Background: an optimization exercise with open tools, aiming at small area, a short achievable clock period and few clock cycles. Do not read the settings as production practice.
Where RTL was checked, it was by simulation tests only, not by an equivalence proof against the original.
No functional check of the RTL was part of run 1.
Power is estimated from default activity; no workload was simulated.

`flow/flow/run.sh`:
```
#!/bin/bash
# The standard layout (standard.sh: the standard flow's synthesis and ORFS flow), with the
# port buffers made of sky130_fd_sc_hd__buf_1 cells instead of the default
# delay-buffer cells, and clock tree synthesis without dummy loads.
# make's full output goes to flow_make.log.
set -euo pipefail
export BUFFER_PORTS_ARGS="-buffer_cell sky130_fd_sc_hd__buf_1"
export CTS_ARGS="-sink_clustering_enable -repair_clock_nets -dont_use_dummy_load -buf_list sky130_fd_sc_hd__clkbuf_8 -sink_clustering_size 30"
bash standard.sh > flow_make.log 2>&1
```
`flow/standard.sh`:
```
#!/bin/bash
# synth_recipe.tcl (not shown) runs the flow's synth.tcl, then flattens the netlist and writes it again
# the make line also repeats each setting of config.mk as NAME=value (left out here)
make -C /OpenROAD-flow-scripts/flow DESIGN_CONFIG=/design/flow/config.mk WORK_HOME=/design/flow/orfs CLKGATE_MAP_FILE= SYNTH_SCRIPT=/design/flow/synth_recipe.tcl "${@:-finish}"
```
`flow/config.mk`:
```
export PLATFORM = sky130hd
export DESIGN_NAME = mctp_tx
export DESIGN_NICKNAME = mctp_tx
export VERILOG_FILES = /design/flow/design.v
export SDC_FILE = /design/flow/constraint.sdc
export NUM_CORES = 4
export LEC_CHECK = 0
export CAP_MARGIN = 20
export CORE_MARGIN = 2
export CORE_UTILIZATION = 40
export CTS_BUF_LIST = sky130_fd_sc_hd__clkbuf_8
export CTS_CLUSTER_SIZE = 30
export SETUP_SLACK_MARGIN = 2.8
export SLEW_MARGIN = 20
export SYNTH_HIERARCHICAL = 1
export TNS_END_PERCENT = 10
```
`flow/constraint.sdc`:
```
create_clock -name core_clock -period 5.0 [get_ports {clk}]
set_input_delay 1.0000 -clock core_clock [delete_from_list [all_inputs] [get_ports {clk}]]
set_output_delay 1.0000 -clock core_clock [all_outputs]
set_load 0.01 [all_outputs]
```
`flow/design.v`:
```
module mctp_tx (
    input  wire        clk,
    input  wire        rst,           
    input  wire        start_valid,
    output wire        start_ready,
    input  wire [12:0] cfg_len,       
    input  wire [7:0]  cfg_mtu,       
    input  wire [31:0] cfg_addr,      
    input  wire        cfg_to,        
    input  wire        cfg_pec_xor,   
    input  wire        cfg_mic,       
    input  wire        in_valid,
    output wire        in_ready,
    input  wire [7:0]  in_data,
    output reg         out_valid,
    input  wire        out_ready,
    output reg  [7:0]  out_data,
    output reg         out_sop,       
    output reg         out_eop        
);
    reg        idle, hd, py, pc;
    reg        sr;          
    reg        nld;         
    reg [7:0]  h;           
    reg [31:0] addr;
    reg        to_bit;
    reg        pec_xor;
    reg        mic;
    reg [7:0]  m1;          
    reg [13:0] q;           
    reg        cfl;         
    reg        hinc;        
    reg [7:0]  p;           
    reg [2:0]  micn;        
    reg        first_pkt;
    reg        last_pkt;
    reg [1:0]  seq;
    reg [7:0]  crc8;
    reg [31:0] crc32;
    reg        fb_pend;     
    reg        fin;         
    reg        in_rdy;      
    reg        skid_v;
    reg [7:0]  skid;
    wire        adv      = !out_valid || out_ready;
    wire        acc      = in_valid && in_rdy;
    wire        mic_go   = py && !fin && !skid_v;
    wire        prod     = acc || mic_go || (!skid_v && (hd || pc));
    wire [8:0]  lo       = {1'b0, q[7:0]} - {1'b0, m1};
    wire [5:0]  hi       = q[13:8] - {5'd0, !cfl};
    wire        qh0      = (q[13:8] == 6'd0);
    wire        last_now = (qh0 && !cfl) ||
                           (q[7:0] == 8'd0 && ((qh0 && cfl) || (q[13:8] == 6'd1 && !cfl)));
    wire        p_lt     = (p[7:3] == 5'd0) && (p[2:0] <= micn);                
    wire        p_le     = (p[7:3] == 5'd0) && ({1'b0, p[2:0]} <= {1'b0, micn} + 4'd1);  
    wire        p_zero   = (p == 8'd1);     
    wire        empty    = (p == 8'd0);
    wire [7:0]  ctrl     = {first_pkt, last_pkt, seq, to_bit, 3'd3};
    wire [7:0]  mic_byte = ~crc32[7:0];
    wire [5:0]  len_l4   = cfg_len[7:2] + {5'd0, cfg_mic};
    wire        len_hinc = cfg_mic && cfg_len[7:2] == 6'h3F;
    wire        skid_vn  = skid_v ? !adv : (prod && !adv);
    wire        idle_n   = (idle || (pc && prod && last_pkt)) && !start_valid;
    wire        pc_n     = (pc && !prod) || (py && prod && p_zero) || (h[7] && prod && empty);
    wire        sr_n     = idle_n || (pc_n && last_pkt && !skid_vn);
    wire        take_in = py && fin;
    reg  [7:0]  pbo;
    wire [7:0]  pb = take_in ? in_data : pbo;
    always @(*) begin
        if (py)
            pbo = mic_byte;
        else if (pc)
            pbo = crc8 ^ ((pec_xor && first_pkt && last_pkt) ? m1 : 8'd0);
        else
            pbo = ({8{h[0]}} & addr[7:0])   | ({8{h[1]}} & 8'h0F)
               | ({8{h[2]}} & (p + 8'd5))  | ({8{h[3]}} & addr[15:8])
               | ({8{h[4]}} & 8'h01)       | ({8{h[5]}} & addr[23:16])
               | ({8{h[6]}} & addr[31:24]) | ({8{h[7]}} & ctrl);
    end
    wire [7:0]  c32x = (py && fin) ? (crc32[7:0] ^ in_data) : 8'd0;
    wire [31:0] c32n;
    wire        c32_ini = first_pkt && (h[0] || h[1] || h[2] || h[3]);
    wire [7:0]  c8b = ({8{h[5]}} & addr[23:16]) | ({8{h[6]}} & addr[31:24])
                    | ({8{h[7]}} & ctrl)         | ({8{py}} & mic_byte);
    wire [7:0]  c8r = h[5] ? 8'h07 : crc8;
    wire [7:0]  c8x = (py && fin) ? (crc8 ^ in_data) : (c8r ^ c8b);
    wire [7:0]  c8n;
    wire c32_t8, c32_t9, c32_t10, c32_t11, c32_t12, c32_t13, c32_t14, c32_t15, c32_t16, c32_t17, c32_t18, c32_t19, c32_t20, c32_t21, c32_t22, c32_t23, c32_t24, c32_t25, c32_t26, c32_t27, c32_t28, c32_t29, c32_t30, c32_t31, c32_t32, c32_t33, c32_t34, c32_t35, c32_t36, c32_t37, c32_t38, c32_t39, c32_t40, c32_t41, c32_t42, c32_t43, c32_t44, c32_t45, c32_t46, c32_t47, c32_t48, c32_t49, c32_t50;
    mctp_x2 c32_x0 (.a(c32x[1]), .b(c32x[6]), .y(c32_t8));
    mctp_x2 c32_x1 (.a(c32x[2]), .b(c32x[4]), .y(c32_t9));
    mctp_x2 c32_x2 (.a(c32x[3]), .b(c32x[5]), .y(c32_t10));
    mctp_x2 c32_x3 (.a(c32x[0]), .b(c32x[7]), .y(c32_t11));
    mctp_x2 c32_x4 (.a(c32x[7]), .b(c32_t10), .y(c32_t12));
    mctp_x2 c32_x5 (.a(c32x[0]), .b(c32_t9), .y(c32_t13));
    mctp_x2 c32_x6 (.a(c32x[2]), .b(c32_t8), .y(c32_t14));
    mctp_x2 c32_x7 (.a(c32_t8), .b(c32_t10), .y(c32_t15));
    mctp_x2 c32_x8 (.a(c32x[1]), .b(c32x[3]), .y(c32_t16));
    mctp_x2 c32_x9 (.a(c32x[6]), .b(c32_t9), .y(c32_t17));
    mctp_x2 c32_x10 (.a(c32x[2]), .b(c32_t11), .y(c32_t18));
    mctp_x2 c32_x11 (.a(c32x[4]), .b(c32x[7]), .y(c32_t19));
    mctp_x2 c32_x12 (.a(c32x[5]), .b(c32_t11), .y(c32_t20));
    mctp_x2 c32_x13 (.a(c32x[7]), .b(c32_t14), .y(c32_t21));
    mctp_x2 c32_x14 (.a(c32_t8), .b(c32_t9), .y(c32_t22));
    mctp_x2 c32_x15 (.a(crc32[8]), .b(c32_t16), .y(c32_t23));
    mctp_x2 c32_x16 (.a(c32_t13), .b(c32_t23), .y(c32n[0]));
    mctp_x2 c32_x17 (.a(crc32[9]), .b(c32x[1]), .y(c32_t24));
    mctp_x2 c32_x18 (.a(c32_t10), .b(c32_t24), .y(c32_t25));
    mctp_x2 c32_x19 (.a(c32_t13), .b(c32_t25), .y(c32n[1]));
    mctp_x2 c32_x20 (.a(crc32[10]), .b(c32_t9), .y(c32_t26));
    mctp_x2 c32_x21 (.a(c32_t15), .b(c32_t26), .y(c32n[2]));
    mctp_x2 c32_x22 (.a(crc32[11]), .b(c32_t12), .y(c32_t27));
    mctp_x2 c32_x23 (.a(c32_t17), .b(c32_t27), .y(c32n[3]));
    mctp_x2 c32_x24 (.a(crc32[12]), .b(c32x[5]), .y(c32_t28));
    mctp_x2 c32_x25 (.a(c32_t28), .b(c32_t21), .y(c32n[4]));
    mctp_x2 c32_x26 (.a(crc32[13]), .b(c32_t19), .y(c32_t29));
    mctp_x2 c32_x27 (.a(c32_t8), .b(c32_t29), .y(c32n[5]));
    mctp_x2 c32_x28 (.a(crc32[14]), .b(c32x[1]), .y(c32_t30));
    mctp_x2 c32_x29 (.a(c32x[4]), .b(c32_t30), .y(c32_t31));
    mctp_x2 c32_x30 (.a(c32_t12), .b(c32_t31), .y(c32n[6]));
    mctp_x2 c32_x31 (.a(crc32[15]), .b(c32_t15), .y(c32n[7]));
    mctp_x2 c32_x32 (.a(crc32[16]), .b(c32_t11), .y(c32_t32));
    mctp_x2 c32_x33 (.a(c32_t17), .b(c32_t32), .y(c32n[8]));
    mctp_x2 c32_x34 (.a(crc32[17]), .b(c32_t9), .y(c32_t33));
    mctp_x2 c32_x35 (.a(c32_t20), .b(c32_t33), .y(c32n[9]));
    mctp_x2 c32_x36 (.a(crc32[18]), .b(c32x[5]), .y(c32_t34));
    mctp_x2 c32_x37 (.a(c32_t34), .b(c32_t17), .y(c32n[10]));
    mctp_x2 c32_x38 (.a(crc32[19]), .b(c32x[6]), .y(c32_t35));
    mctp_x2 c32_x39 (.a(c32_t35), .b(c32_t12), .y(c32n[11]));
    mctp_x2 c32_x40 (.a(crc32[20]), .b(c32x[3]), .y(c32_t36));
    mctp_x2 c32_x41 (.a(c32_t36), .b(c32_t21), .y(c32n[12]));
    mctp_x2 c32_x42 (.a(crc32[21]), .b(c32x[1]), .y(c32_t37));
    mctp_x2 c32_x43 (.a(c32x[7]), .b(c32_t37), .y(c32n[13]));
    mctp_x2 c32_x44 (.a(crc32[22]), .b(c32x[4]), .y(c32_t38));
    mctp_x2 c32_x45 (.a(c32_t16), .b(c32_t38), .y(c32n[14]));
    mctp_x2 c32_x46 (.a(crc32[23]), .b(c32x[5]), .y(c32_t39));
    mctp_x2 c32_x47 (.a(c32_t39), .b(c32_t13), .y(c32n[15]));
    mctp_x2 c32_x48 (.a(crc32[24]), .b(c32x[0]), .y(c32_t40));
    mctp_x2 c32_x49 (.a(c32_t40), .b(c32_t15), .y(c32n[16]));
    mctp_x2 c32_x50 (.a(crc32[25]), .b(c32_t11), .y(c32_t41));
    mctp_x2 c32_x51 (.a(c32_t22), .b(c32_t41), .y(c32n[17]));
    mctp_x2 c32_x52 (.a(crc32[26]), .b(c32x[5]), .y(c32_t42));
    mctp_x2 c32_x53 (.a(c32_t19), .b(c32_t42), .y(c32n[18]));
    mctp_x2 c32_x54 (.a(crc32[27]), .b(c32_t13), .y(c32_t43));
    mctp_x2 c32_x55 (.a(c32_t15), .b(c32_t43), .y(c32n[19]));
    mctp_x2 c32_x56 (.a(crc32[28]), .b(c32_t12), .y(c32_t44));
    mctp_x2 c32_x57 (.a(c32_t22), .b(c32_t44), .y(c32n[20]));
    mctp_x2 c32_x58 (.a(crc32[29]), .b(c32_t8), .y(c32_t45));
    mctp_x2 c32_x59 (.a(c32_t20), .b(c32_t45), .y(c32n[21]));
    mctp_x2 c32_x60 (.a(crc32[30]), .b(c32x[3]), .y(c32_t46));
    mctp_x2 c32_x61 (.a(c32x[4]), .b(c32x[6]), .y(c32_t47));
    mctp_x2 c32_x62 (.a(c32_t11), .b(c32_t46), .y(c32_t48));
    mctp_x2 c32_x63 (.a(c32_t47), .b(c32_t48), .y(c32n[22]));
    mctp_x2 c32_x64 (.a(crc32[31]), .b(c32x[2]), .y(c32_t49));
    mctp_x2 c32_x65 (.a(c32_t49), .b(c32_t12), .y(c32n[23]));
    mctp_x2 c32_x66 (.a(c32x[3]), .b(c32_t18), .y(c32n[25]));
    mctp_x2 c32_x67 (.a(c32x[0]), .b(c32x[4]), .y(c32n[28]));
    mctp_x2 c32_x68 (.a(c32x[0]), .b(c32x[1]), .y(c32_t50));
    mctp_x2 c32_x69 (.a(c32x[5]), .b(c32_t50), .y(c32n[29]));
    mctp_x2 c32_x70 (.a(c32x[0]), .b(c32_t14), .y(c32n[30]));
    mctp_x2 c32_x71 (.a(c32_t16), .b(c32_t18), .y(c32n[31]));
    assign c32n[24] = c32_t14;
    assign c32n[26] = c32x[2];
    assign c32n[27] = c32x[3];
    wire c8_t8, c8_t9, c8_t10, c8_t11, c8_t12;
    mctp_x2 c8_x0 (.a(c8x[0]), .b(c8x[6]), .y(c8_t8));
    mctp_x2 c8_x1 (.a(c8x[1]), .b(c8x[2]), .y(c8_t9));
    mctp_x2 c8_x2 (.a(c8x[3]), .b(c8x[4]), .y(c8_t10));
    mctp_x2 c8_x3 (.a(c8x[5]), .b(c8x[6]), .y(c8_t11));
    mctp_x2 c8_x4 (.a(c8x[7]), .b(c8_t8), .y(c8n[0]));
    mctp_x2 c8_x5 (.a(c8x[1]), .b(c8_t8), .y(c8n[1]));
    mctp_x2 c8_x6 (.a(c8_t8), .b(c8_t9), .y(c8n[2]));
    mctp_x2 c8_x7 (.a(c8x[3]), .b(c8x[7]), .y(c8_t12));
    mctp_x2 c8_x8 (.a(c8_t12), .b(c8_t9), .y(c8n[3]));
    mctp_x2 c8_x9 (.a(c8x[2]), .b(c8_t10), .y(c8n[4]));
    mctp_x2 c8_x10 (.a(c8x[5]), .b(c8_t10), .y(c8n[5]));
    mctp_x2 c8_x11 (.a(c8x[4]), .b(c8_t11), .y(c8n[6]));
    mctp_x2 c8_x12 (.a(c8x[7]), .b(c8_t11), .y(c8n[7]));
    assign start_ready = sr;
    assign in_ready    = in_rdy;
    always @(posedge clk) begin
        if (adv) begin
            if (skid_v) begin
                out_valid <= 1'b1;
                out_data  <= skid;
                out_sop   <= h[1];
                out_eop   <= idle || h[0];
                skid_v    <= 1'b0;
            end else begin
                out_valid <= prod;
                out_data  <= take_in ? in_data : pbo;
                out_sop   <= h[0];
                out_eop   <= pc;
            end
        end else if (prod) begin
            skid   <= pb;
            skid_v <= 1'b1;
        end
        if (rst) begin
            out_valid <= 1'b0;
            skid_v    <= 1'b0;
        end
    end
    always @(posedge clk) begin
        begin
            if (fb_pend && in_rdy)
                m1 <= in_data;
            if (hd && prod) begin
                h <= {h[6:0], 1'b0};
                if (c32_ini)
                    crc32 <= {8'hFF, c32n[23:0]};
                if (h[0]) begin
                    p       <= q[7:0];
                    q[7:0]  <= lo[7:0];
                    cfl     <= !lo[8];
                    q[13:8] <= q[13:8] + {5'd0, hinc};
                    hinc    <= 1'b0;
                end
                if (h[1]) begin
                    last_pkt <= last_now;
                    if (last_now) begin
                        q <= 14'd0;
                    end else begin
                        q[13:8] <= hi;
                        p       <= m1;
                    end
                    fb_pend <= last_now && first_pkt;
                    if (last_now && first_pkt)
                        m1 <= 8'd0;
                end
                if (h[2])
                    micn <= (mic && q[13:2] == 12'd0) ? {q[1:0] == 2'd0, 2'd0 - q[1:0]} : 3'd0;
                if (h[5] || h[6] || h[7])
                    crc8 <= c8n;
                if (h[7]) begin
                    hd   <= 1'b0;
                    py   <= !empty;
                    pc   <= empty;
                    fin  <= !p_lt;
                end
            end
            if (py && prod) begin
                crc8  <= c8n;
                crc32 <= c32n;
                if (fb_pend)
                    fb_pend <= 1'b0;
                p   <= p - 8'd1;
                fin <= fin && !p_le;
                if (p_zero) begin
                    py <= 1'b0;
                    pc <= 1'b1;
                end
            end
            if (pc && prod) begin
                first_pkt <= 1'b0;
                seq       <= seq + 2'd1;
                pc        <= 1'b0;
                if (last_pkt) begin
                    idle <= 1'b1;
                end else begin
                    hd <= 1'b1;
                    h  <= 8'd1;
                end
            end
            if (!nld) begin
                addr      <= cfg_addr;
                to_bit    <= cfg_to;
                pec_xor   <= cfg_pec_xor;
                mic       <= cfg_mic;
                m1        <= cfg_mtu;
                q         <= {1'b0, cfg_len[12:8], len_l4, cfg_len[1:0]};
                hinc      <= len_hinc;
                first_pkt <= 1'b1;
                seq       <= 2'd0;
                h         <= 8'd1;
                if (start_valid) begin
                    idle <= 1'b0;
                    hd   <= 1'b1;
                end
            end
            sr  <= sr_n;
            nld <= !sr_n;
            in_rdy <= !(skid_v ? !adv : (prod && !adv)) &&
                      (py ? (acc ? (!p_le && !p_zero) : fin)
                          : (h[7] && prod && !empty && !p_lt));
        end
        if (rst) begin
            idle   <= 1'b1;
            sr     <= 1'b1;
            nld    <= 1'b0;
            hd     <= 1'b0;
            py     <= 1'b0;
            pc     <= 1'b0;
            in_rdy <= 1'b0;
        end
    end
endmodule
module mctp_x2 (
    input  wire a,
    input  wire b,
    output wire y
);
    assign y = a ^ b;
endmodule
```
==> implementation parameters, run 1 <==
Parameter                              Value

Outcome
  Status    finished clean

Power
  Sw Share    about 28%
  Net switching power of the design    roughly 0.77 mW
  Static Leakage    approximately 3.7 nW
  Worst vdd rail ir drop    between 0.15 and 0.2 mV
  Proportion of power drawn by flip-flops and latches    between 50% and 60%
  Power Internal    roughly 1.9 mW
  Pwr Density    around 270 nW/µm²
  Logic gate share of total power    roughly 17%
  Clock share of power    a little over a quarter

Synthesis
  Synth unique cells    63
  Fraction of registers with async set/reset    0%
  Synth Instances    ~850
  Register bit total from synthesis    approximately 150
  Area fraction in compound gates after synthesis    between 10 and 15%
  Avg Inst Size Synth    10.3 µm²
  Share of the yosys chip area belonging to registers    around half
  Combinational family with the most area after synthesis    compound AO/OA/AOI/OAI gates
  Number of synthesis warnings    7
  Share of synthesized cell area in full adder, half adder and majority cells    between 3 and 4%
  Cell area after technology mapping    8720 µm²
  Prevailing post-synth register cell    sky130_fd_sc_hd__edfxtp_1
  Mux share of post-synthesis cell area    2.83%
  Simple-gate share of the synthesized area    between 10 and 15%
  Syn_nets    roughly 940
  Number of flops mapped to enable cells by yosys    ~120
  Xor and xnor fraction of the mapped netlist area    roughly 13%

Floorplanning
  Number of placed I/O pins    82
  Initial standard-cell utilization of the core    40.3%
  Area of the core    ~22000 µm²
  Num rows    54
  Height of the die    between 150 and 200 µm
  Floorplan die area    approximately 23000 µm²
  Die width    152 µm

STA
  Worst setup slack after layout    around 2.7 ns
  Remaining max-slew budget at the tightest pin    a little over two fifths
  Clock skew after layout    between 0.04 and 0.05 ns
  Maximum clock rate    434 MHz
  Fraction of the cycle the final worst path needs    a little under half
  Final hold violations    0
  RSZ-0062 raised after global routing    true
  Worst Hold Margin    0.478 ns
  Transition time at the pin with the least slew margin    0.838 ns
  Final Critical Period    around 2.3 ns
  Max-slew violation total from the final report    0
  Setup TNS    0 ns
  Total of endpoints with negative setup slack in the final report    0

Global routing
  Initial antenna violation count    0
  Overflow left after global routing    0
  Pin count of the biggest net entering global routing    between 40 and 50
  Global routing usage summed across all routing layers    roughly a fifth
  Global-route wire length before repair    around 36 mm
  Number of global-route vias before repair    6280

Setup path
  Arrival @ worst endpoint    approximately 2.5 ns
  CP Class    reg -> reg
  Family with the most delay on the worst path    compound AO/OA/AOI/OAI gates
  Type of element launching the critical path    flip-flop
  Cell type of the slowest stage on the worst timing path    sky130_fd_sc_hd__edfxtp_1
  Worst Path Required    5.23 ns
  Biggest cell delay along the critical path    about 0.4 ns
  Crit path capture type    flip-flop
  Cell-by-cell listing of the critical path    inv_1, ha_1, a22oi_1, and3_1, a221o_1, o21ai_0, mux2_2
  Critical path peak fanout    5
  Worst path bufs/invs    1

Finish
  Most frequent cells in the layout    121 x sky130_fd_sc_hd__edfxtp_1, 94 x sky130_fd_sc_hd__nand2_1, 89 x sky130_fd_sc_hd__xor2_1
  Most common cell after layout, fill and taps aside    sky130_fd_sc_hd__edfxtp_1
  Nets@finish    roughly 1.0k
  Ratio of cells with drive above 1 in the final layout    between 10% and 20%
  Antenna diode count    0
  Area growth from synthesis to layout    16.9%

Route
  Routed Wire Length    ~24 mm
  Post-detailed-route DRC marker count    0
  Number of vias after detailed routing    6794
  First drt pass iteration count    5
  Number of violations reported at the end of detailed-routing iteration 0    about 600
  DR WL/cell    between 15 and 20 µm
  Post-detailed-route count of antenna-violating nets    0
  Number of vias per cell after detailed routing    approximately 5.6

Hold path
  Worst Hold Class    reg -> reg

Clocking
  Number of buffers created by CTS    17
  Max Root-Sink Buffers    2
  Worst skew pair latency    approximately 0.47 ns
  Clock root buffer    sky130_fd_sc_hd__clkbuf_8
  CTS tree    done
  Cts-stage hold buffer count    0
  Sinks on Clock Net    151
  Clock Pin Slew Worst Setup and Hold Paths    around 0.10 ns
  Number of H-tree branching levels    4

Job
  Max-cap violations    0

Placement
  Post-Place Setup Slack    around 1.9 ns
  Number of I/O port buffers    81
  HPWL after detailed placement    ~17 mm
  Last weighted congestion value of the routability-driven placer    ~0.93
[synth_stat cells (8+ instances only)]
library cell               number  share of area (%)
sky130_fd_sc_hd__a311oi_1      13                1.3
sky130_fd_sc_hd__nor2_1        57                2.5
sky130_fd_sc_hd__clkbuf_1      26                1.1
sky130_fd_sc_hd__nor2b_1        8               0.57
sky130_fd_sc_hd__ha_1          26                3.7
sky130_fd_sc_hd__a21oi_1       47                2.7
sky130_fd_sc_hd__or3_1          9               0.65
sky130_fd_sc_hd__o211ai_1       8               0.69
sky130_fd_sc_hd__o21ai_0       34                2.0
sky130_fd_sc_hd__o21a_1         9               0.77
sky130_fd_sc_hd__nor3_1        11               0.63
sky130_fd_sc_hd__nand3_1       21                1.2
sky130_fd_sc_hd__buf_2         12               0.69
sky130_fd_sc_hd__inv_1         35                1.5
sky130_fd_sc_hd__edfxtp_1     121                 42
sky130_fd_sc_hd__xnor2_1       27                2.7
sky130_fd_sc_hd__nand2_1       97                4.2
sky130_fd_sc_hd__o22ai_1       10               0.72
sky130_fd_sc_hd__nand4_1       14                1.0
sky130_fd_sc_hd__xor2_1       102                 10
sky130_fd_sc_hd__mux2i_1       19                2.2
sky130_fd_sc_hd__dfxtp_1       30                6.9
[flip-flops by register name, summed over array words and instances, names as in the netlist, 2 cells and up]
register  cells
crc32        32
seq           2
m1            8
h             8
addr         32
skid          8
out_data      8
crc8          8
q            14
p             8
micn          3
[Yosys stat by module (local to each module, per instance)]
module / cells inside / area, µm² / flip-flops and latches / copies in the design
mctp_tx: 760 / 7980 / 151 / 1
mctp_x2: 1 / 8.76 / 0 / 85
[routing by layer]
metal	part of all wire (%)	GRT usage, %
met1	46	30.8
met2	45	32.0
met3	7.3	4.82
met4	1.8	6.02
met5	0	0
[power groups by stage]
stage | Sequential, mW | Combinational, mW | Clock (mW)
after global placement | 1.57 | 0.414 | 0
after global routing | 1.55 | 0.502 | 0.775
after detailed placement | 1.57 | 0.418 | 0
final | 1.54 | 0.446 | 0.719
after floorplan | 1.52 | 0.331 | 0
after CTS | 1.54 | 0.433 | 0.727
[worst reg2reg max path, delay by kind of cell, from the launching register on]
kind	cells	cell delay, ns
AO/OA/AOI/OAI	3	0.60
adder cells (fa/ha/maj)	1	0.30
buffers and inverters	1	0.21
flip-flops	1	0.41
multiplexers	1	0.36
AND/OR/NAND/NOR	1	0.22
[metrics by stage]
step                power, mW  utilization (%)  instances  area [µm²]
floorplan                1.85                -        845        8920
global placement         1.99             43.5       1166        9420
detailed placement       1.99             43.5       1166        9420
CTS                      2.70             46.2       1210       10000
global route             2.83             47.2       1224       10200
finish                   2.71             47.2       1224       10200
[final cells by class]
type,instances,area (µm²)
Timing Repair Buffer,126,722
Sequential cell,151,4240
Multi-Input combinational cell,613,4510
Tap cell,280,350
Timing Repair inverter,2,10.0
Inverter,35,135
Clock buffer,17,234
Fill cell,2048,11400
[cell families after synthesis]
group,count (synthesis)
XOR/XNOR,129
AO/OA/AOI/OAI,185
flip-flops,151
multiplexers,24
AND/OR/NAND/NOR,247
buffers and inverters,82
adder cells (fa/ha/maj),27
[final timing paths]
path / slack, ns / endpoint / startpoint / depth (start not counted)
worst max-delay path: 2.70 / out_data[1] / p[0] / 7
worst min-delay path: 0.48 / h[5] / h[4] / 2
worst max register to register: 2.70 / out_data[1] / p[0] / 7
worst min register to register: 0.48 / h[5] / h[4] / 2
[timing repair]
item,4_1_cts,5_1_grt
buffers inserted,24,14
cloned,3,0
resized for setup,33,20
pin swaps,18,9
setup endpoints to repair,122,127
==> inputs of run 2 (changes only) <==
--- a/flow/design.v
+++ b/flow/design.v
@@ -19,15 +19,14 @@
     output reg         out_eop        
 );
     reg        idle, hd, py, pc;
-    reg        sr;          
-    reg        nld;         
+    reg        busy;        
     reg [7:0]  h;           
     reg [31:0] addr;
     reg        to_bit;
     reg        pec_xor;
     reg        mic;
     reg [7:0]  m1;          
-    reg [13:0] q;           
+    reg [12:0] q;           
     reg        cfl;         
     reg        hinc;        
     reg [7:0]  p;           
@@ -47,10 +46,10 @@
     wire        mic_go   = py && !fin && !skid_v;
     wire        prod     = acc || mic_go || (!skid_v && (hd || pc));
     wire [8:0]  lo       = {1'b0, q[7:0]} - {1'b0, m1};
-    wire [5:0]  hi       = q[13:8] - {5'd0, !cfl};
-    wire        qh0      = (q[13:8] == 6'd0);
+    wire [4:0]  hi       = q[12:8] - {4'd0, !cfl};
+    wire        qh0      = (q[12:8] == 5'd0);
     wire        last_now = (qh0 && !cfl) ||
-                           (q[7:0] == 8'd0 && ((qh0 && cfl) || (q[13:8] == 6'd1 && !cfl)));
+                           (q[7:0] == 8'd0 && ((qh0 && cfl) || (q[12:8] == 5'd1 && !cfl)));
     wire        p_lt     = (p[7:3] == 5'd0) && (p[2:0] <= micn);                
     wire        p_le     = (p[7:3] == 5'd0) && ({1'b0, p[2:0]} <= {1'b0, micn} + 4'd1);  
     wire        p_zero   = (p == 8'd1);     
@@ -59,10 +58,6 @@
     wire [7:0]  mic_byte = ~crc32[7:0];
     wire [5:0]  len_l4   = cfg_len[7:2] + {5'd0, cfg_mic};
     wire        len_hinc = cfg_mic && cfg_len[7:2] == 6'h3F;
-    wire        skid_vn  = skid_v ? !adv : (prod && !adv);
-    wire        idle_n   = (idle || (pc && prod && last_pkt)) && !start_valid;
-    wire        pc_n     = (pc && !prod) || (py && prod && p_zero) || (h[7] && prod && empty);
-    wire        sr_n     = idle_n || (pc_n && last_pkt && !skid_vn);
     wire        take_in = py && fin;
     reg  [7:0]  pbo;
     wire [7:0]  pb = take_in ? in_data : pbo;
@@ -175,7 +170,7 @@
     mctp_x2 c8_x10 (.a(c8x[5]), .b(c8_t10), .y(c8n[5]));
     mctp_x2 c8_x11 (.a(c8x[4]), .b(c8_t11), .y(c8n[6]));
     mctp_x2 c8_x12 (.a(c8x[7]), .b(c8_t11), .y(c8n[7]));
-    assign start_ready = sr;
+    assign start_ready = !busy;
     assign in_ready    = in_rdy;
     always @(posedge clk) begin
         if (adv) begin
@@ -202,6 +197,23 @@
     end
     always @(posedge clk) begin
         begin
+            if (idle) begin
+                addr      <= cfg_addr;
+                to_bit    <= cfg_to;
+                pec_xor   <= cfg_pec_xor;
+                mic       <= cfg_mic;
+                m1        <= cfg_mtu;
+                q         <= {cfg_len[12:8], len_l4, cfg_len[1:0]};
+                hinc      <= len_hinc;
+                first_pkt <= 1'b1;
+                seq       <= 2'd0;
+                h         <= 8'd1;
+                if (start_valid) begin
+                    idle <= 1'b0;
+                    busy <= 1'b1;
+                    hd   <= 1'b1;
+                end
+            end
             if (fb_pend && in_rdy)
                 m1 <= in_data;
             if (hd && prod) begin
@@ -212,15 +224,15 @@
                     p       <= q[7:0];
                     q[7:0]  <= lo[7:0];
                     cfl     <= !lo[8];
-                    q[13:8] <= q[13:8] + {5'd0, hinc};
+                    q[12:8] <= q[12:8] + {4'd0, hinc};
                     hinc    <= 1'b0;
                 end
                 if (h[1]) begin
                     last_pkt <= last_now;
                     if (last_now) begin
-                        q <= 14'd0;
+                        q <= 13'd0;
                     end else begin
-                        q[13:8] <= hi;
+                        q[12:8] <= hi;
                         p       <= m1;
                     end
                     fb_pend <= last_now && first_pkt;
@@ -228,7 +240,7 @@
                         m1 <= 8'd0;
                 end
                 if (h[2])
-                    micn <= (mic && q[13:2] == 12'd0) ? {q[1:0] == 2'd0, 2'd0 - q[1:0]} : 3'd0;
+                    micn <= (mic && q[12:2] == 11'd0) ? {q[1:0] == 2'd0, 2'd0 - q[1:0]} : 3'd0;
                 if (h[5] || h[6] || h[7])
                     crc8 <= c8n;
                 if (h[7]) begin
@@ -256,37 +268,19 @@
                 pc        <= 1'b0;
                 if (last_pkt) begin
                     idle <= 1'b1;
+                    busy <= 1'b0;
                 end else begin
                     hd <= 1'b1;
                     h  <= 8'd1;
                 end
             end
-            if (!nld) begin
-                addr      <= cfg_addr;
-                to_bit    <= cfg_to;
-                pec_xor   <= cfg_pec_xor;
-                mic       <= cfg_mic;
-                m1        <= cfg_mtu;
-                q         <= {1'b0, cfg_len[12:8], len_l4, cfg_len[1:0]};
-                hinc      <= len_hinc;
-                first_pkt <= 1'b1;
-                seq       <= 2'd0;
-                h         <= 8'd1;
-                if (start_valid) begin
-                    idle <= 1'b0;
-                    hd   <= 1'b1;
-                end
-            end
-            sr  <= sr_n;
-            nld <= !sr_n;
             in_rdy <= !(skid_v ? !adv : (prod && !adv)) &&
                       (py ? (acc ? (!p_le && !p_zero) : fin)
                           : (h[7] && prod && !empty && !p_lt));
         end
         if (rst) begin
             idle   <= 1'b1;
-            sr     <= 1'b1;
-            nld    <= 1'b0;
+            busy   <= 1'b0;
             hd     <= 1'b0;
             py     <= 1'b0;
             pc     <= 1'b0;
==> run 2 against run 1 <==
  * Still clean
  * Synthesized cell count decreased by 3.8%
  * Clock power decreased by 3.8%
  * Sequential power about the same
  * Fmax increased by 3.2%
  * Sequential share of layout area decreased by 0.65 points
  * Final area decreased by 2.1%
  * Final cell count decreased by 2.2%
  * Critical path type unchanged
  * Highest routed layer unchanged
==> implementation parameters, run 2 <==
Parameter                              Value

Synthesis
  Cell area after technology mapping    8360 µm² (was 8720 µm²)
  Synth top area share    39.2% (was 41.7%)
  Top cells by count, synth    109 x sky130_fd_sc_hd__edfxtp_1, 102 x sky130_fd_sc_hd__xor2_1, 79 x sky130_fd_sc_hd__nand2_1 (was 121 x sky130_fd_sc_hd__edfxtp_1, 102 x sky130_fd_sc_hd__xor2_1, 97 x sky130_fd_sc_hd__nand2_1)
  Number of synthesis warnings    7 (unchanged)
  Most frequent cell after synthesis    sky130_fd_sc_hd__edfxtp_1 (unchanged)
  Synth Instances    813 (was 845)
  Share of the yosys chip area belonging to registers    48.7% (was 48.5%)
  Syn_nets    909 (was 941)
  Prevailing post-synth register cell    sky130_fd_sc_hd__edfxtp_1 (unchanged)
  Synth unique cells    55 (was 63)
  Fraction of registers with async set/reset    0% (unchanged)
  Register bit total from synthesis    149 (was 151)
  Cell types occupying the most area after synthesis    sky130_fd_sc_hd__edfxtp_1 39%, sky130_fd_sc_hd__xor2_1 11%, sky130_fd_sc_hd__dfxtp_1 9.6%, sky130_fd_sc_hd__ha_1 3.9%, sky130_fd_sc_hd__nand2_1 3.5% (was sky130_fd_sc_hd__edfxtp_1 42%, sky130_fd_sc_hd__xor2_1 10%, sky130_fd_sc_hd__dfxtp_1 6.9%, sky130_fd_sc_hd__nand2_1 4.2%, sky130_fd_sc_hd__ha_1 3.7%)
  Largest area contributor in the synthesized netlist    sky130_fd_sc_hd__edfxtp_1 (unchanged)
  Avg Inst Size Synth    10.3 µm² (about the same)
  Number of flops mapped to enable cells by yosys    109 (was 121)

Finish
  Final core utilization    49.0% (was 47.2%)
  Nets@finish    1025 (was 1042)
  Post-route standard cell area excluding fillers    9980 µm² (was 10200 µm²)
  Ratio of cells with drive above 1 in the final layout    16.9% (was 13.7%)
  Antenna diode count    0 (unchanged)
  Non-filler instance count after layout    1197 (was 1224)
  Area growth from synthesis to layout    19.5% (was 16.9%)
  Most frequent cells in the layout    109 x sky130_fd_sc_hd__edfxtp_1, 91 x sky130_fd_sc_hd__xor2_1, 74 x sky130_fd_sc_hd__buf_1 (was 121 x sky130_fd_sc_hd__edfxtp_1, 94 x sky130_fd_sc_hd__nand2_1, 89 x sky130_fd_sc_hd__xor2_1)
  Most common cell after layout, fill and taps aside    sky130_fd_sc_hd__edfxtp_1 (unchanged)
  Registers with the most flip-flops    addr x32, crc32 x32, q x13 (was addr x32, crc32 x32, q x14)

STA
  Total of endpoints with negative setup slack in the final report    0 (unchanged)
  Final hold violations    0 (unchanged)
  Transition time at the pin with the least slew margin    0.849 ns (was 0.838 ns)
  RSZ-0062 raised after global routing    true (unchanged)
  Setup TNS    0 ns (unchanged)
  Worst Hold Margin    0.470 ns (was 0.478 ns)
  Clock skew after layout    0.0246 ns (was 0.0429 ns)
  Worst setup slack after layout    2.77 ns (was 2.70 ns)
  Final Critical Period    2.23 ns (was 2.30 ns)
  Remaining max-slew budget at the tightest pin    43.4% (was 43.7%)
  Maximum clock rate    448 MHz (was 434 MHz)
  Max-slew violation total from the final report    0 (unchanged)
  Fraction of the cycle the final worst path needs    44.6% (was 46.0%)

Floorplanning
  Number of placed I/O pins    82 (unchanged)
  Floorplan die area    22100 µm² (was 23000 µm²)
  Die width    149 µm (was 152 µm)
  Height of the die    149 µm (was 152 µm)
  Num rows    52 (was 54)
  Initial standard-cell utilization of the core    41.0% (was 40.3%)
  Area of the core    20400 µm² (was 21600 µm²)

Route
  Routed Wire Length    22.8 mm (was 23.8 mm)
  Post-detailed-route count of antenna-violating nets    0 (unchanged)
  Number of violations reported at the end of detailed-routing iteration 0    629 (was 601)
  Number of vias per cell after detailed routing    5.47 (was 5.55)
  First drt pass iteration count    5 (unchanged)
  DR WL/cell    19.0 µm (was 19.4 µm)
  Number of vias after detailed routing    6548 (was 6794)
  Post-detailed-route DRC marker count    0 (unchanged)

Global routing
  Pin count of the biggest net entering global routing    36 (was 48)
  Overflow left after global routing    0 (unchanged)
  Global routing usage summed across all routing layers    21.2% (was 21.3%)
  Initial antenna violation count    0 (unchanged)
  Global-route wire length before repair    35.4 mm (was 36.4 mm)
  Number of global-route vias before repair    6310 (was 6280)

Clocking
  Number of buffers created by CTS    17 (unchanged)
  Sinks on Clock Net    149 (was 151)
  Clock Pin Slew Worst Setup and Hold Paths    0.07 ns (was 0.10 ns)
  Max Root-Sink Buffers    2 (unchanged)
  CTS tree    done (unchanged)
  Cts-stage hold buffer count    0 (unchanged)
  Clock root buffer    sky130_fd_sc_hd__clkbuf_8 (unchanged)
  Worst skew pair latency    0.46 ns (was 0.47 ns)
  Number of H-tree branching levels    4 (unchanged)

Placement
  Post-Place Setup Slack    1.87 ns (was 1.93 ns)
  Inst Count DP    1127 (was 1166)
  HPWL after detailed placement    16.1 mm (was 16.8 mm)
  Number of I/O port buffers    81 (unchanged)
  Area after detailed placement    9050 µm² (was 9420 µm²)
  Last weighted congestion value of the routability-driven placer    0.867 (was 0.926)

Setup path
  Reg2Reg Capture Point    out_data[0] (was out_data[1])
  Type of element launching the critical path    flip-flop (unchanged)
  CP Class    reg -> reg (unchanged)
  Crit path capture type    flip-flop (unchanged)
  Biggest cell delay along the critical path    0.51 ns (was 0.41 ns)
  Critical path peak fanout    15 (was 5)
  Number of cells on the worst reg-to-reg path    5 (was 7)
  Crit Reg-Reg Startpoint    h[5] (was p[0])
  Cell-by-cell listing of the critical path    a221o_1, or4_4, a2111oi_4, a221oi_2, mux2_2 (was inv_1, ha_1, a22oi_1, and3_1, a221o_1, o21ai_0, mux2_2)
  Cell type of the slowest stage on the worst timing path    sky130_fd_sc_hd__or4_4 (was sky130_fd_sc_hd__edfxtp_1)
  R2r setup slk    2.77 ns (was 2.70 ns)
  Arrival @ worst endpoint    2.44 ns (was 2.54 ns)
  Worst Path Required    5.21 ns (was 5.23 ns)

Hold path
  Endpoint, Worst Hold    fb_pend (was h[5])
  WHS Path Cells    1 (was 2)
  Worst Hold Class    reg -> reg (unchanged)
  Hold Path Origin    fb_pend (was h[4])

Power
  Static Leakage    3.82 nW (was 3.69 nW)
  Total power draw    2.78 mW (was 2.71 mW)
  Worst vdd rail ir drop    0.163 mV (was 0.169 mV)
  Pwr Density    279 nW/µm² (was 265 nW/µm²)

Job
  Max-cap violations    0 (unchanged)

Outcome
  Status    finished clean (unchanged)
-- run 2: cell count changes after synthesis, sizes merged, moves of 8 or more --
cell / previous run / this run
nand2: 97 / 79
a311oi: 13 / 0
o211ai: 8 / 21
a211oi: 5 / 17
edfxtp: 121 / 109
buf: 21 / 11
dfxtp: 30 / 40
nor2: 58 / 68
nand4: 14 / 6
nor3: 11 / 3
-- run 2: modules after synthesis (local to each module, per instance) --
module   flip-flops and latches  times used  cells inside
mctp_x2                       0          85             1
mctp_tx                     149           1           728
-- run 2: cell type report --
cell class	instances	area, µm²
timing repair buffer	137	767
tap	270	338
sequential	149	4090
multi-input combinational	594	4430
inverter	29	116
timing repair inverter	1	7.51
clock buffer	17	234
fill	1868	10400
-- run 2: worst max-delay path, delay by kind of cell, from the launching register on --
kind | cells | cell delay (ns)
mux | 1 | 0.27
simple gates | 1 | 0.51
flops | 1 | 0.41
compound gates | 3 | 0.78
-- run 2: kinds of logic (layout without fill, tap and decap cells) --
| family | Yosys count | count (layout) | share of synthesized area (%) |
|---|---|---|---|
| xor gates and xnor gates | 127 | 127 | 13.3 |
| AOI/OAI and AO/OA | 191 | 192 | 15.0 |
| muxes | 32 | 32 | 3.92 |
| buffers and inverters | 71 | 184 | 3.26 |
| DFF | 149 | 149 | 48.7 |
| adders and majority gates | 27 | 27 | 4.13 |
| and+or+nand+nor | 216 | 216 | 11.7 |
-- run 2: layer usage --
metal,vias up,GRT usage [%],wire [µm]
met5,-,0,0
met3,41,4.17,1510
met1,3118,29.2,10100
met2,241,33.1,10500
met4,0,8.24,724
li1,3148,-,-
-- run 2: what timing repair did --
item,4_1_cts,5_1_grt
resized for setup,32,46
setup buffers,31,19
setup endpoints to repair,130,126
cloned,1,1
pin swaps,23,15
-- run 2: worst max-delay path by stage --
stage                  end  cells after the start       start
2_1_floorplan    crc32[12]                      6  in_data[1]
3_3_place_gp     crc32[26]                      5    in_valid
3_5_place_dp     crc32[20]                      5    in_valid
4_1_cts          crc32[27]                      5         fin
5_1_grt            crc8[5]                      5    in_valid
6_report       out_data[0]                      5        h[5]
-- run 2: where the power goes --
part           total, mW  internal (mW)  switching (mW)
clock network      0.692          0.299           0.393
logic              0.549          0.247           0.302
registers           1.54           1.43           0.109
Testbench counts of run 2, summed over its fixed seeds: cycles 49,716.
==> inputs of run 3 (changes only) <==
--- a/flow/config.mk
+++ b/flow/config.mk
@@ -10,7 +10,7 @@
 export CORE_UTILIZATION = 40
 export CTS_BUF_LIST = sky130_fd_sc_hd__clkbuf_8
 export CTS_CLUSTER_SIZE = 30
-export SETUP_SLACK_MARGIN = 2.8
+export SETUP_SLACK_MARGIN = 2.9
 export SLEW_MARGIN = 20
 export SYNTH_HIERARCHICAL = 1
 export TNS_END_PERCENT = 10
==> run 3 against run 2 <==
  * Setup slack improved by 0.027 ns
  * Power barely moved
  * Sequential power hardly changed
  * Via count rose by 0.24%
  * Synthesized cell count stayed put
  * Flip-flop and latch count is the same
  * Synthesized area unchanged
  * Combinational power about the same
  * Global-route usage down 0.15 points
  * Wire length barely moved
  * Core utilization up 0.84 points
  * Critical path depth rose by 2
  * Largest cell class unchanged
==> implementation parameters, run 3 <==
Parameter                              Value

Clocking
  Clock root buffer    sky130_fd_sc_hd__clkbuf_8 (unchanged)
  Number of buffers created by CTS    17 (unchanged)
  CTS tree    done (unchanged)
  Clock Pin Slew Worst Setup and Hold Paths    0.07 ns (about the same)
  Sinks on Clock Net    149 (unchanged)
  Max Root-Sink Buffers    2 (unchanged)
  Number of H-tree branching levels    4 (unchanged)
  Worst skew pair latency    0.45 ns (was 0.46 ns)

Route
  Number of vias after detailed routing    6564 (was 6548)
  Number of vias per cell after detailed routing    5.47 (about the same)
  Routed Wire Length    22.8 mm (about the same)
  Post-detailed-route DRC marker count    0 (unchanged)
  DR WL/cell    19.0 µm (about the same)
  First drt pass iteration count    5 (unchanged)
  Number of violations reported at the end of detailed-routing iteration 0    501 (was 629)
  Post-detailed-route count of antenna-violating nets    0 (unchanged)

Power
  Sw Share    28.9% (about the same)
  Proportion of power drawn by flip-flops and latches    55.4% (about the same)
  Static Leakage    3.88 nW (was 3.82 nW)
  Worst vdd rail ir drop    0.172 mV (was 0.163 mV)
  Total power draw    2.78 mW (about the same)
  Net switching power of the design    0.804 mW (was 0.803 mW)
  Pwr Density    274 nW/µm² (was 279 nW/µm²)
  Clock share of power    25.0% (was 24.9%)
  Power Internal    1.98 mW (about the same)
  Logic gate share of total power    19.6% (was 19.7%)

Setup path
  Cell-by-cell listing of the critical path    clkbuf_2, xnor2_1, nor2_4, xor2_4, xor2_4, xor2_1, xor2_1 (was a221o_1, or4_4, a2111oi_4, a221oi_2, mux2_2)
  Biggest cell delay along the critical path    0.32 ns (was 0.51 ns)
  Type of element launching the critical path    input pin (was flip-flop)
  Worst Path Required    5.18 ns (was 5.21 ns)
  Crit path capture type    flip-flop (unchanged)
  CP Class    in -> reg (was reg -> reg)
  Cell type of the slowest stage on the worst timing path    sky130_fd_sc_hd__xor2_4 (was sky130_fd_sc_hd__or4_4)
  Critical path peak fanout    5 (was 15)
  Arrival @ worst endpoint    2.38 ns (was 2.44 ns)

Global routing
  Number of global-route vias before repair    6246 (was 6310)
  Initial antenna violation count    0 (unchanged)
  Global-route wire length before repair    35.1 mm (was 35.4 mm)
  Global routing usage summed across all routing layers    21.0% (was 21.2%)
  Pin count of the biggest net entering global routing    37 (was 36)
  Overflow left after global routing    0 (unchanged)

Floorplanning
  Height of the die    149 µm (unchanged)
  Initial standard-cell utilization of the core    41.0% (unchanged)
  Num rows    52 (unchanged)
  Area of the core    20400 µm² (unchanged)
  Number of placed I/O pins    82 (unchanged)
  Floorplan die area    22100 µm² (unchanged)
  Die width    149 µm (unchanged)

Synthesis
  Register bit total from synthesis    149 (unchanged)
  Synth Instances    813 (unchanged)
  Cell area after technology mapping    8360 µm² (unchanged)
  Prevailing post-synth register cell    sky130_fd_sc_hd__edfxtp_1 (unchanged)
  Number of synthesis warnings    7 (unchanged)
  Avg Inst Size Synth    10.3 µm² (unchanged)
  Syn_nets    909 (unchanged)
  Synth unique cells    55 (unchanged)
  Share of the yosys chip area belonging to registers    48.7% (unchanged)
  Most frequent cell after synthesis    sky130_fd_sc_hd__edfxtp_1 (unchanged)
  Synth top area share    39.2% (unchanged)
  Fraction of registers with async set/reset    0% (unchanged)
  Largest area contributor in the synthesized netlist    sky130_fd_sc_hd__edfxtp_1 (unchanged)
  Number of flops mapped to enable cells by yosys    109 (unchanged)
  Cell types occupying the most area after synthesis    sky130_fd_sc_hd__edfxtp_1 39%, sky130_fd_sc_hd__xor2_1 11%, sky130_fd_sc_hd__dfxtp_1 9.6%, sky130_fd_sc_hd__ha_1 3.9%, sky130_fd_sc_hd__nand2_1 3.5% (unchanged)
  Top cells by count, synth    109 x sky130_fd_sc_hd__edfxtp_1, 102 x sky130_fd_sc_hd__xor2_1, 79 x sky130_fd_sc_hd__nand2_1 (unchanged)

Placement
  HPWL after detailed placement    16.0 mm (was 16.1 mm)
  Post-Place Setup Slack    1.91 ns (was 1.87 ns)
  Inst Count DP    1127 (unchanged)
  Number of I/O port buffers    81 (unchanged)
  Area after detailed placement    9130 µm² (was 9050 µm²)
  Last weighted congestion value of the routability-driven placer    0.858 (was 0.867)

STA
  Clock skew after layout    0.0297 ns (was 0.0246 ns)
  Remaining max-slew budget at the tightest pin    45.0% (was 43.4%)
  Final hold violations    0 (unchanged)
  Worst setup slack after layout    2.80 ns (was 2.77 ns)
  Final Critical Period    2.20 ns (was 2.23 ns)
  Fraction of the cycle the final worst path needs    44.1% (was 44.6%)
  Transition time at the pin with the least slew margin    0.818 ns (was 0.849 ns)
  Max-slew violation total from the final report    0 (unchanged)
  RSZ-0062 raised after global routing    true (unchanged)
  Worst Hold Margin    0.459 ns (was 0.470 ns)
  Total of endpoints with negative setup slack in the final report    0 (unchanged)
  Maximum clock rate    454 MHz (was 448 MHz)
  Setup TNS    0 ns (unchanged)

Job
  Max-cap violations    0 (unchanged)

Finish
  Registers with the most flip-flops    addr x32, crc32 x32, q x13 (unchanged)
  Final core utilization    49.9% (was 49.0%)
  Nets@finish    1028 (was 1025)
  Antenna diode count    0 (unchanged)
  Sequential cell area    4100 µm² (was 4090 µm²)
  Area growth from synthesis to layout    21.5% (was 19.5%)
  Most frequent cells in the layout    109 x sky130_fd_sc_hd__edfxtp_1, 89 x sky130_fd_sc_hd__xor2_1, 74 x sky130_fd_sc_hd__buf_1 (was 109 x sky130_fd_sc_hd__edfxtp_1, 91 x sky130_fd_sc_hd__xor2_1, 74 x sky130_fd_sc_hd__buf_1)
  Area occupied by multi-input gates    4520 µm² (was 4430 µm²)
  Count of fill cells added during filler insertion    1897 (was 1868)
  Post-route standard cell area excluding fillers    10200 µm² (was 9980 µm²)
  Ratio of cells with drive above 1 in the final layout    17.7% (was 16.9%)
  Non-filler instance count after layout    1200 (was 1197)
  Most common cell after layout, fill and taps aside    sky130_fd_sc_hd__edfxtp_1 (unchanged)

Outcome
  Status    finished clean (unchanged)

Hold path
  Worst Hold Class    reg -> reg (unchanged)
run 3: area by class of cell:
type | count | share of cell area, %
clock buffer | 17 | 2.30
tap | 270 | 3.33
timing repair inverter | 1 | 0.0739
sequential | 149 | 40.4
multi-input combinational | 594 | 44.5
timing repair buffer | 140 | 8.27
inverter | 29 | 1.15
run 3: final timing paths:
kind         cells past startpoint           to       start  slack [ns]
max reg2reg                      5  out_data[0]        h[6]        2.80
min reg2reg                      1      fb_pend     fb_pend        0.46
min                              1      fb_pend     fb_pend        0.46
max                              7    crc32[19]  in_data[4]        2.80
run 3: cell families (layout without fill, tap and decap cells):
logic type / after synthesis / after routing / share of synthesized area, %
simple gates: 216 / 216 / 11.7
compound gates: 191 / 192 / 15.0
flops: 149 / 149 / 48.7
xor+xnor: 127 / 127 / 13.3
buf+inv: 71 / 187 / 3.26
mux: 32 / 32 / 3.92
fa+ha+maj: 27 / 27 / 4.13
run 3: power by group through the flow:
| stage | Combinational, mW | Clock (mW) | Sequential, mW |
|---|---|---|---|
| 2_1_floorplan | 0.388 | 0 | 1.52 |
| 4_1_cts | 0.521 | 0.716 | 1.54 |
| 5_1_grt | 0.612 | 0.761 | 1.55 |
| 3_3_place_gp | 0.497 | 0 | 1.57 |
| 6_report | 0.546 | 0.695 | 1.54 |
| 3_5_place_dp | 0.501 | 0 | 1.57 |
run 3: worst max-delay path, delay by kind of cell:
family,cells,cell delay [ns]
AND/OR/NAND/NOR,1,0.21
XOR/XNOR,5,1.03
buffers and inverters,1,0.14
run 3: per-layer routing:
layer,vias to the layer above,global-route usage [%],routed length [µm]
li1,3160,-,-
met1,3140,29.3,10300
met2,217,32.5,10300
met3,47,4.20,1400
met4,0,8.05,744
met5,-,0,0
run 3: timing repair:
item	in CTS	in global routing
pin swaps	15	23
hold buffers	0	0
cloned	2	1
setup endpoints to repair	137	126
gates resized for setup	28	66
buffers inserted	26	27
run 3: modules after synthesis, one instance, submodules excluded:
module   cell area, µm²  cells inside
mctp_tx            7610           728
mctp_x2            8.76             1
==> inputs of run 4 (changes only) <==
--- a/flow/config.mk
+++ b/flow/config.mk
@@ -13,4 +13,4 @@
 export SETUP_SLACK_MARGIN = 2.9
 export SLEW_MARGIN = 20
 export SYNTH_HIERARCHICAL = 1
-export TNS_END_PERCENT = 10
+export TNS_END_PERCENT = 25
==> run 4 against run 3 <==
  * Critical path depth decreased by 2
  * Sequential share of layout area decreased by 1.2 points
  * Count of clock-buffer cells in the layout unchanged
  * Worst hold slack improved by 0.00072 ns
==> implementation parameters, run 4 <==
Parameter                              Value

Placement
  Number of I/O port buffers    81 (unchanged)
  Area after detailed placement    9130 µm² (unchanged)
  HPWL after detailed placement    16.0 mm (unchanged)
  Last weighted congestion value of the routability-driven placer    0.858 (unchanged)
  Post-Place Setup Slack    1.91 ns (unchanged)

Global routing
  Number of global-route vias before repair    6260 (was 6246)
  Overflow left after global routing    0 (unchanged)
  Initial antenna violation count    0 (unchanged)
  Global routing usage summed across all routing layers    21.1% (was 21.0%)
  Global-route wire length before repair    35.2 mm (was 35.1 mm)
  Pin count of the biggest net entering global routing    37 (unchanged)

STA
  Max-slew violation total from the final report    0 (unchanged)
  Remaining max-slew budget at the tightest pin    41.0% (was 45.0%)
  Worst setup slack after layout    2.80 ns (about the same)
  Setup TNS    0 ns (unchanged)
  Total of endpoints with negative setup slack in the final report    0 (unchanged)
  Fraction of the cycle the final worst path needs    44.0% (was 44.1%)
  Transition time at the pin with the least slew margin    0.878 ns (was 0.818 ns)
  RSZ-0062 raised after global routing    true (unchanged)
  Maximum clock rate    454 MHz (about the same)
  Clock skew after layout    0.0255 ns (was 0.0297 ns)
  Final hold violations    0 (unchanged)
  Final Critical Period    2.20 ns (about the same)

Floorplanning
  Floorplan die area    22100 µm² (unchanged)
  Number of placed I/O pins    82 (unchanged)
  Initial standard-cell utilization of the core    41.0% (unchanged)
  Height of the die    149 µm (unchanged)
  Area of the core    20400 µm² (unchanged)
  Die width    149 µm (unchanged)
  Num rows    52 (unchanged)

Route
  Routed Wire Length    23.4 mm (was 22.8 mm)
  Number of vias per cell after detailed routing    5.44 (was 5.47)
  Post-detailed-route count of antenna-violating nets    0 (unchanged)
  Number of vias after detailed routing    6617 (was 6564)
  DR WL/cell    19.2 µm (was 19.0 µm)
  Number of violations reported at the end of detailed-routing iteration 0    461 (was 501)
  Post-detailed-route DRC marker count    0 (unchanged)
  First drt pass iteration count    5 (unchanged)

Outcome
  Status    finished clean (unchanged)

Power
  Worst vdd rail ir drop    0.172 mV (about the same)
  Pwr Density    269 nW/µm² (was 274 nW/µm²)
  Total power draw    2.81 mW (was 2.78 mW)
  Static Leakage    4.02 nW (was 3.88 nW)

Finish
  Antenna diode count    0 (unchanged)
  Nets@finish    1045 (was 1028)
  Post-route standard cell area excluding fillers    10500 µm² (was 10200 µm²)
  Most common cell after layout, fill and taps aside    sky130_fd_sc_hd__edfxtp_1 (unchanged)
  Count of fill cells added during filler insertion    1871 (was 1897)
  Ratio of cells with drive above 1 in the final layout    20.9% (was 17.7%)
  Registers with the most flip-flops    addr x32, crc32 x32, q x13 (unchanged)
  Most frequent cells in the layout    109 x sky130_fd_sc_hd__edfxtp_1, 87 x sky130_fd_sc_hd__xor2_1, 73 x sky130_fd_sc_hd__buf_1 (was 109 x sky130_fd_sc_hd__edfxtp_1, 89 x sky130_fd_sc_hd__xor2_1, 74 x sky130_fd_sc_hd__buf_1)
  Final core utilization    51.4% (was 49.9%)
  Area growth from synthesis to layout    25.3% (was 21.5%)

Synthesis
  Fraction of registers with async set/reset    0% (unchanged)
  Largest area contributor in the synthesized netlist    sky130_fd_sc_hd__edfxtp_1 (unchanged)
  Synth top area share    39.2% (unchanged)
  Number of synthesis warnings    7 (unchanged)
  Share of the yosys chip area belonging to registers    48.7% (unchanged)
  Syn_nets    909 (unchanged)
  Prevailing post-synth register cell    sky130_fd_sc_hd__edfxtp_1 (unchanged)
  Top cells by count, synth    109 x sky130_fd_sc_hd__edfxtp_1, 102 x sky130_fd_sc_hd__xor2_1, 79 x sky130_fd_sc_hd__nand2_1 (unchanged)
  Register bit total from synthesis    149 (unchanged)
  Synth Instances    813 (unchanged)
  Number of flops mapped to enable cells by yosys    109 (unchanged)
  Cell types occupying the most area after synthesis    sky130_fd_sc_hd__edfxtp_1 39%, sky130_fd_sc_hd__xor2_1 11%, sky130_fd_sc_hd__dfxtp_1 9.6%, sky130_fd_sc_hd__ha_1 3.9%, sky130_fd_sc_hd__nand2_1 3.5% (unchanged)
  Synth unique cells    55 (unchanged)
  Most frequent cell after synthesis    sky130_fd_sc_hd__edfxtp_1 (unchanged)
  Avg Inst Size Synth    10.3 µm² (unchanged)
  Cell area after technology mapping    8360 µm² (unchanged)

Clocking
  Number of buffers created by CTS    17 (unchanged)
  Number of H-tree branching levels    4 (unchanged)
  Worst skew pair latency    0.45 ns (about the same)
  Sinks on Clock Net    149 (unchanged)
  Cts-stage hold buffer count    0 (unchanged)
  Clock root buffer    sky130_fd_sc_hd__clkbuf_8 (unchanged)
  Max Root-Sink Buffers    2 (unchanged)
  CTS tree    done (unchanged)
  Clock Pin Slew Worst Setup and Hold Paths    0.08 ns (was 0.07 ns)

Hold path
  Hold Path Origin    fb_pend (unchanged)
  Worst Hold Class    reg -> reg (unchanged)
  WHS Path Cells    1 (unchanged)
  Endpoint, Worst Hold    fb_pend (unchanged)

Setup path
  Crit Reg-Reg Startpoint    h[6] (unchanged)
  R2r setup slk    2.80 ns (about the same)
  Type of element launching the critical path    flip-flop (was input pin)
  Worst path bufs/invs    0 (was 1)
  Cell type of the slowest stage on the worst timing path    sky130_fd_sc_hd__or4_4 (was sky130_fd_sc_hd__xor2_4)
  Reg2Reg Capture Point    out_data[0] (unchanged)
  Biggest cell delay along the critical path    0.45 ns (was 0.32 ns)
  Cell-by-cell listing of the critical path    a221o_1, or4_4, a2111oi_4, a221oi_2, mux2_4 (was clkbuf_2, xnor2_1, nor2_4, xor2_4, xor2_4, xor2_1, xor2_1)
  Family with the most delay on the worst path    compound AO/OA/AOI/OAI gates (was XOR/XNOR gates)
  Arrival @ worst endpoint    2.40 ns (was 2.38 ns)
  CP Class    reg -> reg (was in -> reg)
  Worst Path Required    5.20 ns (was 5.18 ns)
  Number of cells on the worst reg-to-reg path    5 (unchanged)
  Critical path peak fanout    7 (was 5)
  Crit path capture type    flip-flop (unchanged)
  Instance count on the critical path    5 (was 7)

Job
  Max-cap violations    0 (unchanged)
-- run 4: worst max-delay path by stage --
stage	from	endpoint
4_1_cts	in_data[7]	crc32[31]
3_5_place_dp	in_valid	crc32[29]
6_report	h[6]	out_data[0]
3_3_place_gp	in_valid	crc32[26]
5_1_grt	addr[16]	out_data[0]
2_1_floorplan	in_data[1]	crc32[12]
-- run 4: cell families (layout without fill, tap and decap cells) --
| group | Yosys count | after routing | share of synthesized area (%) |
|---|---|---|---|
| muxes | 32 | 32 | 3.92 |
| DFF | 149 | 149 | 48.7 |
| AOI/OAI and AO/OA | 191 | 192 | 15.0 |
| and+or+nand+nor | 216 | 216 | 11.7 |
| buffers and inverters | 71 | 204 | 3.26 |
| xor gates and xnor gates | 127 | 127 | 13.3 |
| adders and majority gates | 27 | 27 | 4.13 |
-- run 4: cell type report --
class / count / area, µm² / area share, %
Multi-Input combinational cell: 594 / 4680 / 44.6
Sequential cell: 149 / 4100 / 39.2
Timing Repair Buffer: 156 / 990 / 9.45
Tap cell: 270 / 338 / 3.23
Clock buffer: 17 / 234 / 2.23
Inverter: 29 / 116 / 1.11
Timing Repair inverter: 2 / 15.0 / 0.143
-- run 4: Yosys stat by module (local to each module, per instance) --
module	cell area (µm²)	flops+latches	cells inside	copies in the design
mctp_tx	7610	149	728	1
mctp_x2	8.76	0	1	85
-- run 4: metal layers --
metal	track usage, %	part of all wire, %	up-vias
met4	7.71	2.9	0
li1	-	-	3186
met2	32.8	46	213
met5	0	0	-
met3	4.26	6.0	50
met1	29.4	45	3168
-- run 4: through the flow --
step / hold WS [ns] / instances
5_1_grt: 0.496 / 1217
3_5_place_dp: 0.449 / 1127
3_3_place_gp: 0.444 / 1127
4_1_cts: 0.458 / 1174
2_1_floorplan: 0.430 / 813
6_report: 0.460 / 1217
-- run 4: power by group --
part	internal (mW)	leakage, nW	switching [mW]	total, mW
Clock	0.300	0.122	0.396	0.695
Sequential	1.43	1.33	0.111	1.54
Combinational	0.264	2.56	0.311	0.574
Total	2.00	4.02	0.817	2.81
-- run 4: timing repair --
item,in CTS,in global routing
setup buffers,28,41
gates resized for setup,30,110
cloned,2,2
setup endpoints to repair,137,116
pin swaps,16,46
==> inputs of run 5 (changes only) <==
--- a/flow/config.mk
+++ b/flow/config.mk
@@ -10,7 +10,7 @@
 export CORE_UTILIZATION = 40
 export CTS_BUF_LIST = sky130_fd_sc_hd__clkbuf_8
 export CTS_CLUSTER_SIZE = 30
-export SETUP_SLACK_MARGIN = 2.9
+export SETUP_SLACK_MARGIN = 2.8
 export SLEW_MARGIN = 20
 export SYNTH_HIERARCHICAL = 1
 export TNS_END_PERCENT = 25
==> run 5 against run 4 <==
  * Flip-flop and latch count stayed put
  * Still clean
  * First-iteration DRC count is 28% higher
  * Largest power group unchanged
  * Worst hold slack better by 0.014 ns
  * Highest routed layer unchanged
  * Critical endpoint unchanged
  * Non-clock buffer count is 17 lower
  * Final area is 4.5% lower
  * Combinational power is 4.0% lower
==> implementation parameters, run 5 <==
Parameter                              Value

Outcome
  Status    finished clean (unchanged)

Setup path
  Worst setup path start    h[6] (unchanged)
  Worst Path Required    5.21 ns (was 5.20 ns)
  CP Class    reg -> reg (unchanged)
  Family with the most delay on the worst path    compound AO/OA/AOI/OAI gates (unchanged)
  Crit Reg-Reg Startpoint    h[6] (unchanged)
  Instance count on the critical path    5 (unchanged)
  Biggest cell delay along the critical path    0.51 ns (was 0.45 ns)
  Worst setup path endpoint    out_data[0] (unchanged)
  R2r setup slk    2.78 ns (was 2.80 ns)
  Cell-by-cell listing of the critical path    a221o_1, or4_4, a2111oi_4, a221oi_2, mux2_2 (was a221o_1, or4_4, a2111oi_4, a221oi_2, mux2_4)
  Critical path peak fanout    11 (was 7)
  Type of element launching the critical path    flip-flop (unchanged)

Synthesis
  Simple-gate share of the synthesized area    11.7% (unchanged)
  Fraction of registers with async set/reset    0% (unchanged)
  Combinational family with the most area after synthesis    compound AO/OA/AOI/OAI gates (unchanged)
  Largest area contributor in the synthesized netlist    sky130_fd_sc_hd__edfxtp_1 (unchanged)
  Cell types occupying the most area after synthesis    sky130_fd_sc_hd__edfxtp_1 39%, sky130_fd_sc_hd__xor2_1 11%, sky130_fd_sc_hd__dfxtp_1 9.6%, sky130_fd_sc_hd__ha_1 3.9%, sky130_fd_sc_hd__nand2_1 3.5% (unchanged)
  Top cells by count, synth    109 x sky130_fd_sc_hd__edfxtp_1, 102 x sky130_fd_sc_hd__xor2_1, 79 x sky130_fd_sc_hd__nand2_1 (unchanged)
  Cell area after technology mapping    8360 µm² (unchanged)
  Share of the yosys chip area belonging to registers    48.7% (unchanged)
  Most frequent cell after synthesis    sky130_fd_sc_hd__edfxtp_1 (unchanged)
  Prevailing post-synth register cell    sky130_fd_sc_hd__edfxtp_1 (unchanged)
  Mux share of post-synthesis cell area    3.92% (unchanged)
  Synth Instances    813 (unchanged)
  Share of synthesized cell area in full adder, half adder and majority cells    4.13% (unchanged)
  Register bit total from synthesis    149 (unchanged)

Global routing
  Global-route wire length before repair    35.4 mm (was 35.2 mm)
  Overflow left after global routing    0 (unchanged)
  Number of global-route vias before repair    6310 (was 6260)
  Pin count of the biggest net entering global routing    36 (was 37)

Power
  Pwr Density    279 nW/µm² (was 269 nW/µm²)
  Total power draw    2.79 mW (was 2.81 mW)
  Worst vdd rail ir drop    0.163 mV (was 0.172 mV)

STA
  Setup TNS    0 ns (unchanged)
  Maximum clock rate    450 MHz (was 454 MHz)
  RSZ-0062 raised after global routing    true (unchanged)
  Remaining max-slew budget at the tightest pin    43.9% (was 41.0%)
  Final hold violations    0 (unchanged)
  Transition time at the pin with the least slew margin    0.842 ns (was 0.878 ns)
  Clock skew after layout    0.0261 ns (was 0.0255 ns)
  Fraction of the cycle the final worst path needs    44.4% (was 44.0%)

Route
  DR WL/cell    19.0 µm (was 19.2 µm)
  Routed Wire Length    22.8 mm (was 23.4 mm)
  Number of violations reported at the end of detailed-routing iteration 0    591 (was 461)
  Post-detailed-route count of antenna-violating nets    0 (unchanged)

Clocking
  Worst skew pair latency    0.46 ns (was 0.45 ns)
  CTS tree    done (unchanged)
  Clock root buffer    sky130_fd_sc_hd__clkbuf_8 (unchanged)
  Sinks on Clock Net    149 (unchanged)
  Number of H-tree branching levels    4 (unchanged)

Floorplanning
  Num rows    52 (unchanged)
  Number of placed I/O pins    82 (unchanged)
  Height of the die    149 µm (unchanged)
  Initial standard-cell utilization of the core    41.0% (unchanged)
  Floorplan die area    22100 µm² (unchanged)
  Area of the core    20400 µm² (unchanged)

Job
  Max-cap violations    0 (unchanged)

Finish
  Non-filler instance count after layout    1199 (was 1217)
  Nets@finish    1027 (was 1045)
  Area growth from synthesis to layout    19.7% (was 25.3%)
  Most frequent cells in the layout    109 x sky130_fd_sc_hd__edfxtp_1, 91 x sky130_fd_sc_hd__xor2_1, 74 x sky130_fd_sc_hd__buf_1 (was 109 x sky130_fd_sc_hd__edfxtp_1, 87 x sky130_fd_sc_hd__xor2_1, 73 x sky130_fd_sc_hd__buf_1)
  Registers with the most flip-flops    addr x32, crc32 x32, q x13 (unchanged)
  Area occupied by multi-input gates    4440 µm² (was 4680 µm²)
  Ratio of cells with drive above 1 in the final layout    17.2% (was 20.9%)
  Antenna diode count    0 (unchanged)

Hold path
  Worst Hold Class    reg -> reg (unchanged)
  WHS Path Cells    1 (unchanged)

Placement
  Inst Count DP    1127 (unchanged)
  Area after detailed placement    9050 µm² (was 9130 µm²)
  HPWL after detailed placement    16.1 mm (was 16.0 mm)
run 5: worst min path at each step:
stage                  from  slack (ns)  endpoint
global route        fb_pend        0.48   fb_pend
CTS                 fb_pend        0.47   fb_pend
finish              fb_pend        0.47   fb_pend
global placement    fb_pend        0.45   fb_pend
detailed placement  fb_pend        0.46   fb_pend
floorplan           fb_pend        0.43   fb_pend
run 5: modules after synthesis (local to each module, per instance):
module | cells | flip-flops and latches | times used
mctp_tx | 728 | 149 | 1
mctp_x2 | 1 | 0 | 85
run 5: routing by layer:
layer	share of wire, %	GRT usage [%]	up-vias
li1	-	-	3156
met1	44	29.2	3134
met2	46	33.1	267
met3	7.4	4.17	44
met4	3.3	8.24	0
met5	0	0	-
run 5: through the flow:
step / util [%] / worst slack, ns / hold WS (ns)
2_1_floorplan: - / 2.53 / 0.430
3_3_place_gp: 44.4 / 1.94 / 0.453
3_5_place_dp: 44.4 / 1.87 / 0.462
4_1_cts: 47.5 / 2.73 / 0.472
5_1_grt: 49.1 / 2.72 / 0.485
6_report: 49.1 / 2.78 / 0.475
run 5: timing repair:
item	4_1_cts	5_1_grt
endpoints found under the setup margin	130	126
hold buffers	0	0
setup buffers	31	21
pin swaps	23	16
gates resized for setup	32	47
hold endpoints to repair	0	0
gates cloned	1	1
run 5: cell type report:
| cell class | instances | share of cell area, % |
|---|---|---|
| timing repair buffer | 139 | 7.82 |
| inverter | 29 | 1.16 |
| multi-input combinational | 594 | 44.4 |
| sequential | 149 | 40.9 |
| tap | 270 | 3.38 |
| clock buffer | 17 | 2.34 |
| timing repair inverter | 1 | 0.0751 |
run 5: cells by family after synthesis:
| logic type | count (synthesis) |
|---|---|
| compound gates | 191 |
| buf+inv | 71 |
| flops | 149 |
| simple gates | 216 |
| mux | 32 |
| fa+ha+maj | 27 |
| xor+xnor | 127 |
run 5: where the power goes:
| part | total (mW) | switching, mW | leakage [nW] | internal (mW) |
|---|---|---|---|---|
| combinational | 0.551 | 0.302 | 2.38 | 0.249 |
| sequential | 1.54 | 0.109 | 1.33 | 1.43 |
| clock | 0.693 | 0.394 | 0.122 | 0.299 |
| total | 2.79 | 0.805 | 3.83 | 1.98 |
